This is an optimization exercise on Yosys and OpenROAD, whose aim is small area, a short achievable clock period and few clock cycles per item, not a production implementation. The RTL was checked by simulation tests, not by an equivalence proof against the original design.

==> design.v <==
module tbacc_sipround (
    input  wire [63:0] i0,
    input  wire [63:0] i1,
    input  wire [63:0] i2,
    input  wire [63:0] i3,
    output wire [63:0] o0,
    output wire [63:0] o1,
    output wire [63:0] o2,
    output wire [63:0] o3
);
    wire [63:0] a0 = i0 + i1;
    wire [63:0] a1 = {i1[50:0], i1[63:51]} ^ a0;    
    wire [63:0] a0r = {a0[31:0], a0[63:32]};         
    wire [63:0] a2 = i2 + i3;
    wire [63:0] a3 = {i3[47:0], i3[63:48]} ^ a2;    
    wire [63:0] b0 = a0r + a3;
    wire [63:0] b3 = {a3[42:0], a3[63:43]} ^ b0;    
    wire [63:0] b2 = a2 + a1;
    wire [63:0] b1 = {a1[46:0], a1[63:47]} ^ b2;    
    assign o0 = b0;
    assign o1 = b1;
    assign o2 = {b2[31:0], b2[63:32]};               
    assign o3 = b3;
endmodule
module tbacc_sipcore (
    input  wire        clk,
    input  wire [2:0]  op,
    input  wire [63:0] d0,
    input  wire [63:0] d1,
    output wire [63:0] digest
);
    localparam OP_IDLE     = 3'd0;
    localparam OP_CREATE   = 3'd1;
    localparam OP_COMPRESS = 3'd2;
    localparam OP_FROUND1  = 3'd3;
    localparam OP_ROUND    = 3'd4;
    reg  [63:0] v0, v1, v2, v3;
    wire [63:0] r0, r1, r2, r3;
    wire [63:0] in2 = (op == OP_FROUND1)  ? (v2 ^ 64'hff) : v2;
    wire [63:0] in3 = (op == OP_COMPRESS) ? (v3 ^ d0)     : v3;
    tbacc_sipround u_round (
        .i0(v0), .i1(v1), .i2(in2), .i3(in3),
        .o0(r0), .o1(r1), .o2(r2), .o3(r3)
    );
    always @(posedge clk) begin
        case (op)
            OP_CREATE: begin
                v0 <= d0 ^ 64'h736f6d6570736575;
                v1 <= d1 ^ 64'h646f72616e646f6d;
                v2 <= d0 ^ 64'h6c7967656e657261;
                v3 <= d1 ^ 64'h7465646279746573;
            end
            OP_COMPRESS: begin
                v0 <= r0 ^ d0;
                v1 <= r1;
                v2 <= r2;
                v3 <= r3;
            end
            OP_FROUND1, OP_ROUND: begin
                v0 <= r0;
                v1 <= r1;
                v2 <= r2;
                v3 <= r3;
            end
            default: ;
        endcase
    end
    assign digest = v0 ^ v1 ^ v2 ^ v3;
endmodule
module tbacc_tailbuf (
    input  wire [63:0] value,
    input  wire [63:0] word,
    input  wire [3:0]  cnt,
    output wire [63:0] new_value,
    output wire [63:0] chunk,
    output wire        chunk_valid
);
    wire [7:0]   byte_count = value[63:56];
    wire [55:0]  tail       = value[55:0];
    wire [2:0]   c          = value[58:56];
    wire [127:0] ext        = {64'd0, word} << {c, 3'b000};
    wire [63:0]  merged     = {8'd0, tail} | ext[63:0];
    wire [7:0]   new_count  = byte_count + {4'd0, cnt};
    assign chunk_valid = ({1'b0, c} + cnt) >= 4'd8;
    assign chunk       = merged;
    assign new_value   = chunk_valid ? {new_count, ext[119:64]}
                                     : {new_count, merged[55:0]};
endmodule
module tbacc (
    input  wire         clk,
    input  wire         rst,
    input  wire         cmd_valid,
    output wire         cmd_ready,
    input  wire [7:0]   cmd_op,
    input  wire [63:0]  cmd_a,
    input  wire [63:0]  cmd_b,
    output wire         rsp_valid,
    output wire [7:0]   rsp_status,
    output wire [63:0]  rsp_data,
    output wire         mem_req,
    output wire         mem_wide,
    output wire [31:0]  mem_addr,
    input  wire         mem_ack,
    input  wire [63:0]  mem_rdata,
    input  wire         mem_err,
    output wire [63:0]  value_o,
    output wire [15:0]  status_o
);
    localparam OPC_INIT      = 8'h01;
    localparam OPC_COMBINE8  = 8'h10;
    localparam OPC_COMBINE16 = 8'h11;
    localparam OPC_COMBINE32 = 8'h12;
    localparam OPC_COMBINE64 = 8'h13;
    localparam OPC_COMBINEW  = 8'h14;
    localparam OPC_BYTES     = 8'h18;
    localparam OPC_FINALIZE  = 8'h20;
    localparam F_INVALID_STATE = 8'h01;
    localparam F_ILLEGAL       = 8'h03;
    localparam F_MEM           = 8'h04;
    localparam S_IDLE     = 4'd0;
    localparam S_EXEC     = 4'd1;
    localparam S_APPEND   = 4'd2;
    localparam S_COMPRESS = 4'd3;
    localparam S_MEMSEL   = 4'd4;
    localparam S_MEMRD    = 4'd5;
    localparam S_FIN0     = 4'd6;
    localparam S_FIN1     = 4'd7;
    localparam S_FIN2     = 4'd8;
    localparam S_FIN3     = 4'd9;
    localparam S_FINOUT   = 4'd10;
    localparam S_RESP     = 4'd11;
    localparam CORE_IDLE     = 3'd0;
    localparam CORE_CREATE   = 3'd1;
    localparam CORE_COMPRESS = 3'd2;
    localparam CORE_FROUND1  = 3'd3;
    localparam CORE_ROUND    = 3'd4;
    reg [3:0]  state;
    reg [7:0]  op_r;
    reg [63:0] a_r, b_r;
    reg [63:0] value;
    reg [7:0]  fault;
    reg [63:0] pend_word;
    reg [3:0]  pend_cnt;
    reg [63:0] chunk_r;
    reg        in_bytes;     
    reg [32:0] cur;
    reg [31:0] rem;
    reg        wide_r;
    reg [3:0]  grp_left;
    reg [63:0] acc;
    reg [3:0]  acc_cnt;
    reg [7:0]  rsp_status_r;
    reg [63:0] rsp_data_r;
    wire op_reserved = !(op_r == OPC_INIT     || op_r == OPC_COMBINE8  ||
                         op_r == OPC_COMBINE16 || op_r == OPC_COMBINE32 ||
                         op_r == OPC_COMBINE64 || op_r == OPC_COMBINEW  ||
                         op_r == OPC_BYTES     || op_r == OPC_FINALIZE);
    wire is_final  = (value == 64'd1);
    wire [32:0] range_end = {1'b0, a_r[31:0]} + {1'b0, b_r[31:0]};
    wire range_wraps = range_end > 33'h1_0000_0000;
    wire [63:0] tb_new_value;
    wire [63:0] tb_chunk;
    wire        tb_chunk_valid;
    tbacc_tailbuf u_tailbuf (
        .value(value), .word(pend_word), .cnt(pend_cnt),
        .new_value(tb_new_value), .chunk(tb_chunk), .chunk_valid(tb_chunk_valid)
    );
    reg  [2:0]  core_op;
    reg  [63:0] core_d0;
    reg  [63:0] core_d1;
    wire [63:0] core_digest;
    always @(*) begin
        core_op = CORE_IDLE;
        core_d0 = chunk_r;
        core_d1 = b_r;
        case (state)
            S_EXEC:     if (fault == 8'd0 && op_r == OPC_INIT) begin
                            core_op = CORE_CREATE;
                            core_d0 = a_r;
                        end
            S_COMPRESS: core_op = CORE_COMPRESS;
            S_FIN0:     begin
                            core_op = CORE_COMPRESS;
                            core_d0 = value;
                        end
            S_FIN1:     core_op = CORE_FROUND1;
            S_FIN2:     core_op = CORE_ROUND;
            S_FIN3:     core_op = CORE_ROUND;
            default:    ;
        endcase
    end
    tbacc_sipcore u_core (
        .clk(clk), .op(core_op), .d0(core_d0), .d1(core_d1), .digest(core_digest)
    );
    wire [3:0] head_room = 4'd8 - {1'b0, cur[2:0]};
    wire [3:0] rem_small = (rem < 32'd8) ? rem[3:0] : 4'd8;
    wire [3:0] head_cnt  = (head_room < rem_small) ? head_room : rem_small;
    always @(posedge clk) begin
        if (rst) begin
            state        <= S_IDLE;
            value        <= 64'd1;
            fault        <= 8'd0;
            rsp_status_r <= 8'd0;
            rsp_data_r   <= 64'd0;
        end else begin
            case (state)
                S_IDLE: begin
                    if (cmd_valid) begin
                        op_r  <= cmd_op;
                        a_r   <= cmd_a;
                        b_r   <= cmd_b;
                        state <= S_EXEC;
                    end
                end
                S_EXEC: begin
                    rsp_status_r <= 8'd0;
                    rsp_data_r   <= 64'd0;
                    in_bytes     <= 1'b0;
                    if (fault != 8'd0) begin
                        rsp_status_r <= fault;
                        state        <= S_RESP;
                    end else if (op_reserved) begin
                        fault        <= F_ILLEGAL;
                        rsp_status_r <= F_ILLEGAL;
                        state        <= S_RESP;
                    end else if (op_r == OPC_INIT) begin
                        value <= 64'd0;
                        state <= S_RESP;
                    end else if (is_final) begin
                        fault        <= F_INVALID_STATE;
                        rsp_status_r <= F_INVALID_STATE;
                        state        <= S_RESP;
                    end else begin
                        case (op_r)
                            OPC_COMBINE8: begin
                                pend_word <= {56'd0, a_r[7:0]};
                                pend_cnt  <= 4'd1;
                                state     <= S_APPEND;
                            end
                            OPC_COMBINE16: begin
                                pend_word <= {48'd0, a_r[15:0]};
                                pend_cnt  <= 4'd2;
                                state     <= S_APPEND;
                            end
                            OPC_COMBINE32: begin
                                pend_word <= {32'd0, a_r[31:0]};
                                pend_cnt  <= 4'd4;
                                state     <= S_APPEND;
                            end
                            OPC_COMBINE64, OPC_COMBINEW: begin
                                pend_word <= a_r;
                                pend_cnt  <= 4'd8;
                                state     <= S_APPEND;
                            end
                            OPC_BYTES: begin
                                if (range_wraps) begin
                                    fault        <= F_ILLEGAL;
                                    rsp_status_r <= F_ILLEGAL;
                                    state        <= S_RESP;
                                end else begin
                                    in_bytes <= 1'b1;
                                    cur      <= {1'b0, a_r[31:0]};
                                    rem      <= b_r[31:0];
                                    state    <= S_MEMSEL;
                                end
                            end
                            default: state <= S_FIN0;    
                        endcase
                    end
                end
                S_APPEND: begin
                    value   <= tb_new_value;
                    chunk_r <= tb_chunk;
                    if (tb_chunk_valid)
                        state <= S_COMPRESS;
                    else
                        state <= in_bytes ? S_MEMSEL : S_RESP;
                end
                S_COMPRESS: begin
                    state <= in_bytes ? S_MEMSEL : S_RESP;
                end
                S_MEMSEL: begin
                    acc     <= 64'd0;
                    acc_cnt <= 4'd0;
                    if (rem == 32'd0) begin
                        state <= S_RESP;
                    end else if (cur[2:0] == 3'd0 && rem >= 32'd8) begin
                        wide_r   <= 1'b1;
                        grp_left <= 4'd8;
                        state    <= S_MEMRD;
                    end else begin
                        wide_r   <= 1'b0;
                        grp_left <= head_cnt;
                        state    <= S_MEMRD;
                    end
                end
                S_MEMRD: begin
                    if (mem_ack) begin
                        if (mem_err) begin
                            fault        <= F_MEM;
                            rsp_status_r <= F_MEM;
                            state        <= S_RESP;
                        end else if (wide_r) begin
                            pend_word <= mem_rdata;
                            pend_cnt  <= 4'd8;
                            cur       <= cur + 33'd8;
                            rem       <= rem - 32'd8;
                            state     <= S_APPEND;
                        end else begin
                            acc      <= acc | ({56'd0, mem_rdata[7:0]} << {acc_cnt[2:0], 3'b000});
                            acc_cnt  <= acc_cnt + 4'd1;
                            cur      <= cur + 33'd1;
                            rem      <= rem - 32'd1;
                            grp_left <= grp_left - 4'd1;
                            if (grp_left == 4'd1) begin
                                pend_word <= acc | ({56'd0, mem_rdata[7:0]} << {acc_cnt[2:0], 3'b000});
                                pend_cnt  <= acc_cnt + 4'd1;
                                state     <= S_APPEND;
                            end
                        end
                    end
                end
                S_FIN0: state <= S_FIN1;
                S_FIN1: state <= S_FIN2;
                S_FIN2: state <= S_FIN3;
                S_FIN3: state <= S_FINOUT;
                S_FINOUT: begin
                    rsp_data_r <= core_digest;
                    value      <= 64'd1;
                    state      <= S_RESP;
                end
                S_RESP: state <= S_IDLE;
                default: state <= S_IDLE;
            endcase
        end
    end
    assign cmd_ready  = (state == S_IDLE);
    assign rsp_valid  = (state == S_RESP);
    assign rsp_status = rsp_status_r;
    assign rsp_data   = rsp_data_r;
    assign mem_req    = (state == S_MEMRD);
    assign mem_wide   = wide_r;
    assign mem_addr   = cur[31:0];
    assign value_o    = value;
    assign status_o   = {fault, 6'd0, (fault != 8'd0), is_final};
endmodule
==> run.sh <==
#!/bin/bash
# synth_recipe.tcl (not shown) runs the flow's synth.tcl, then flattens the netlist and writes it again
# the make line also repeats each setting of config.mk as NAME=value (left out here)
make -C /OpenROAD-flow-scripts/flow DESIGN_CONFIG=/design/flow/config.mk WORK_HOME=/design/flow/orfs CLKGATE_MAP_FILE= SYNTH_SCRIPT=/design/flow/synth_recipe.tcl finish
==> config.mk <==
export PLATFORM = sky130hd
export DESIGN_NAME = tbacc
export DESIGN_NICKNAME = tbacc
export VERILOG_FILES = /design/flow/design.v
export SDC_FILE = /design/flow/constraint.sdc
export NUM_CORES = 4
export LEC_CHECK = 0
export CAP_MARGIN = 20
export CORE_MARGIN = 2
export CORE_UTILIZATION = 40
export PLACE_DENSITY = 0.6
export SLEW_MARGIN = 20
==> constraint.sdc <==
create_clock -name core_clock -period 12.5 [get_ports {clk}]
set_input_delay 2.5000 -clock core_clock [delete_from_list [all_inputs] [get_ports {clk}]]
set_output_delay 2.5000 -clock core_clock [all_outputs]
set_load 0.01 [all_outputs]
==> notes.md <==
==> worst max-delay path, delay by kind of cell (launching register included) <==
kind	cells	cell delay [ps]
adders and majority gates	2	920
DFF	1	610
AOI/OAI and AO/OA	13	4690
buffers and inverters	2	540
xor gates and xnor gates	4	1950
and+or+nand+nor	9	2050
==> routing by layer <==
layer	vias up	share of wire [%]
met5	-	0.034
met4	12	10
met3	876	9.5
met2	3706	43
met1	27100	38
li1	23400	-
==> sequential cells by signal (all words and copies together) (netlist names), 3 cells and up <==
signal,flops
a_r,64
acc,64
acc_cnt,4
b_r,64
chunk_r,64
cur,32
fault,3
grp_left,4
op_r,8
pend_cnt,4
pend_word,64
rem,32
rsp_data_r,64
rsp_status_r,3
state,4
u_core.v0,64
u_core.v1,64
u_core.v2,64
u_core.v3,64
value,64
==> cells by family (layout without fill, tap and decap cells) <==
family | after synthesis | after routing | share of synthesized area, %
AO/OA/AOI/OAI | 1986 | 1986 | 22.4
adder cells (fa/ha/maj) | 307 | 307 | 6.70
buffers and inverters | 526 | 807 | 3.57
flip-flops | 800 | 800 | 39.0
multiplexers | 123 | 123 | 2.20
XOR/XNOR | 820 | 820 | 12.7
other | 1 | 27 | 0.00647
AND/OR/NAND/NOR | 1700 | 1700 | 13.4
==> final cells by class <==
cell class	instances	area [um^2]
sequential	800	22700
timing repair buffer	493	4700
fill	13700	76300
inverter	131	492
clock inverter	52	876
clock buffer	131	2720
tap	1903	2380
multi-input combinational	4952	33700
antenna	11	27.5
==> layout by cell type, fill, tap and decap left out, types with 20 or more instances in the layout <==
cell and instances:
edfxtp_1 662, nand2_1 605, a21oi_1 601, nor2_1 517
xnor2_1 461, o21ai_0 395, clkdlybuf4s50_1 375, xor2_1 316
ha_1 301, a21o_1 217, dfxtp_1 135, inv_1 128
a22oi_1 116, buf_4 112, clkbuf_16 98, and3_1 89
nand4_1 89, mux2i_1 88, nand3_1 85, a22o_1 77
nor3_1 75, a221o_1 73, o211ai_1 67, o21bai_1 61
o21a_1 43, a31oi_1 42, mux2_2 35, nand2b_1 34
nor4_1 34, a211oi_1 34, nor2b_1 34, o31ai_1 26
and2_1 25, o21ai_1 24, a211o_1 22, a21boi_0 20
or3_1 20
==> worst paths after layout <==
check | start | to
worst max-delay path | state[0] | u_core.v1[57]
worst min-delay path | rsp_data_r[16] | rsp_data_r[16]
worst max register to register | state[0] | u_core.v1[57]
worst min register to register | rsp_data_r[16] | rsp_data_r[16]
==> impl_metrics.ini <==
[cts]
ctsHoldBuffers = 0
htree_levels = 3
cts_setup_buffers = 0
post_cts_resized = 0
clkLatencyLatePin_ps = 780
cts_buffer_depth = 3
cts_root_buffer = clkbuf_16
clk_pin_slew_ps = 70
cts_buffers = 97
cts_tree = yes
clock_sinks = 800

[global_route]
grt_max_degree = 133
grtUsageTotal_pct = 43.7
grt_most_used_layer = met2
met3_usage_pct = 8.97
grt_use_met2_pct = 65.6
grt_pass1_vias = 51400
grt_pass1_wl_mm = 442
grt-ovfl-total = 0
met1_usage_pct = 54.4
antenna_found_initial = 28

[timing]
min_period_ps = 11120
fin_setup_tns_ps = 0
fin_skew_ps = 60.9
rsz0062_at_grt = no
final_max_slew_viol_count = 0
worst_pin_slew_ps = 1310
max_freq_mhz = 89.9
slew_headroom_pct = 11.7
hold_slack_ps = 510
layout_setup_ws_ps = 1380
hold_violations = 0
final.period_utilization_pct = 88.9
setup-violations-final = 0

[synth]
synthCells = 6263
netlist_area_um2 = 58000
synth_edf_count = 662
synth_most_common_cell = edfxtp_1
synth.top_cell.area_share_pct = 34.3
synth_flop_cell = edfxtp_1
syn_avg_cell_area_um2 = 9.26
netlist_top_cells_area = edfxtp_1 (34%), xnor2_1 (7.2%), ha_1 (6.5%)
ys_types = 108
synth_seq_cells = 800
synth_warnings = 2
ys_seq_area_share_pct = 39.0
synth-async-reset-ratio_pct = 0
yosysTopAreaCell = edfxtp_1
synth_common_cells = edfxtp_1 (662), nand2_1 (605), a21oi_1 (603)

[route]
drtAntennaViolNets = 0
wl_mm = 332
wl_per_cell_um = 39.2
drc = 0
routed_via_density = 6.50
drt_iter0_markers = 7783
drtPass1Iterations = 6
route.vias.total = 55100

[worst_setup_path]
r2r_cells = 30
path_max_fanout = 27
cpMostUsedCell = a21oi_1
ff2ff_setup_slack_ps = 1380
slowest_delay_ps = 940
crit_slowest_cell = a2111oi_0
critPathCaptureType = flip-flop
worstPathArrival_ps = 11560
critPathRequiredTime_ps = 12950
critPathLaunchType = flip-flop
path_class = flip-flop to flip-flop

[place]
place_area_um2 = 63800
dp_hpwl_mm = 273
dp_cells = 8277
port_buffers = 376
place_congestion = 1.13
dpl_worst_slack_ps = 1740

[floorplan]
initial_core_util_pct = 40.3
placementRows = 139
die_h_um = 385
coreArea_um2 = 144000
io_pins = 393
fp.dieW_um = 385
die_area_um2 = 148000

[final_layout]
final_util_pct = 46.9
final_area_um2 = 67500
syn2layout_area_growth_pct = 16.4
fin_cells = 8473
nNetsFinal = 6987
layout-drive-gt1-share_pct = 6.68

[min_path]
hold_depth = 2
hp-class = flip-flop to flip-flop

[flow_run]
timing.max_cap.violations = 0

[run_status]
outcome = complete, no violations
Testbench counts, summed over its fixed seeds: cycles 28,159, hashes 384.

afterwards: timing with drivers on the ports:
No port has a modelled driver above. Below, the same layout with a new extraction and two added sets of constraints.
Step 1 assumes that a clkbuf_16 drives the clock port and a buf_2 every other input.
Step 2, shift: input delay + t, output delay - t, t = (earliest + latest rising clock arrival at the registers) / 2. This alone moves slack from input paths to output paths.
Three values: ideal, step 1, step 2; two values: the first two.
t (ns): 0.833
setup slack, ns: 1.382 / 1.382 / 1.382
cell pins on the clock port's net: 1
After both steps setup and hold are still met in this run. For this run, drivers alone change the setup slack by 0.000 ns; drivers and shift together by 0.000 ns.
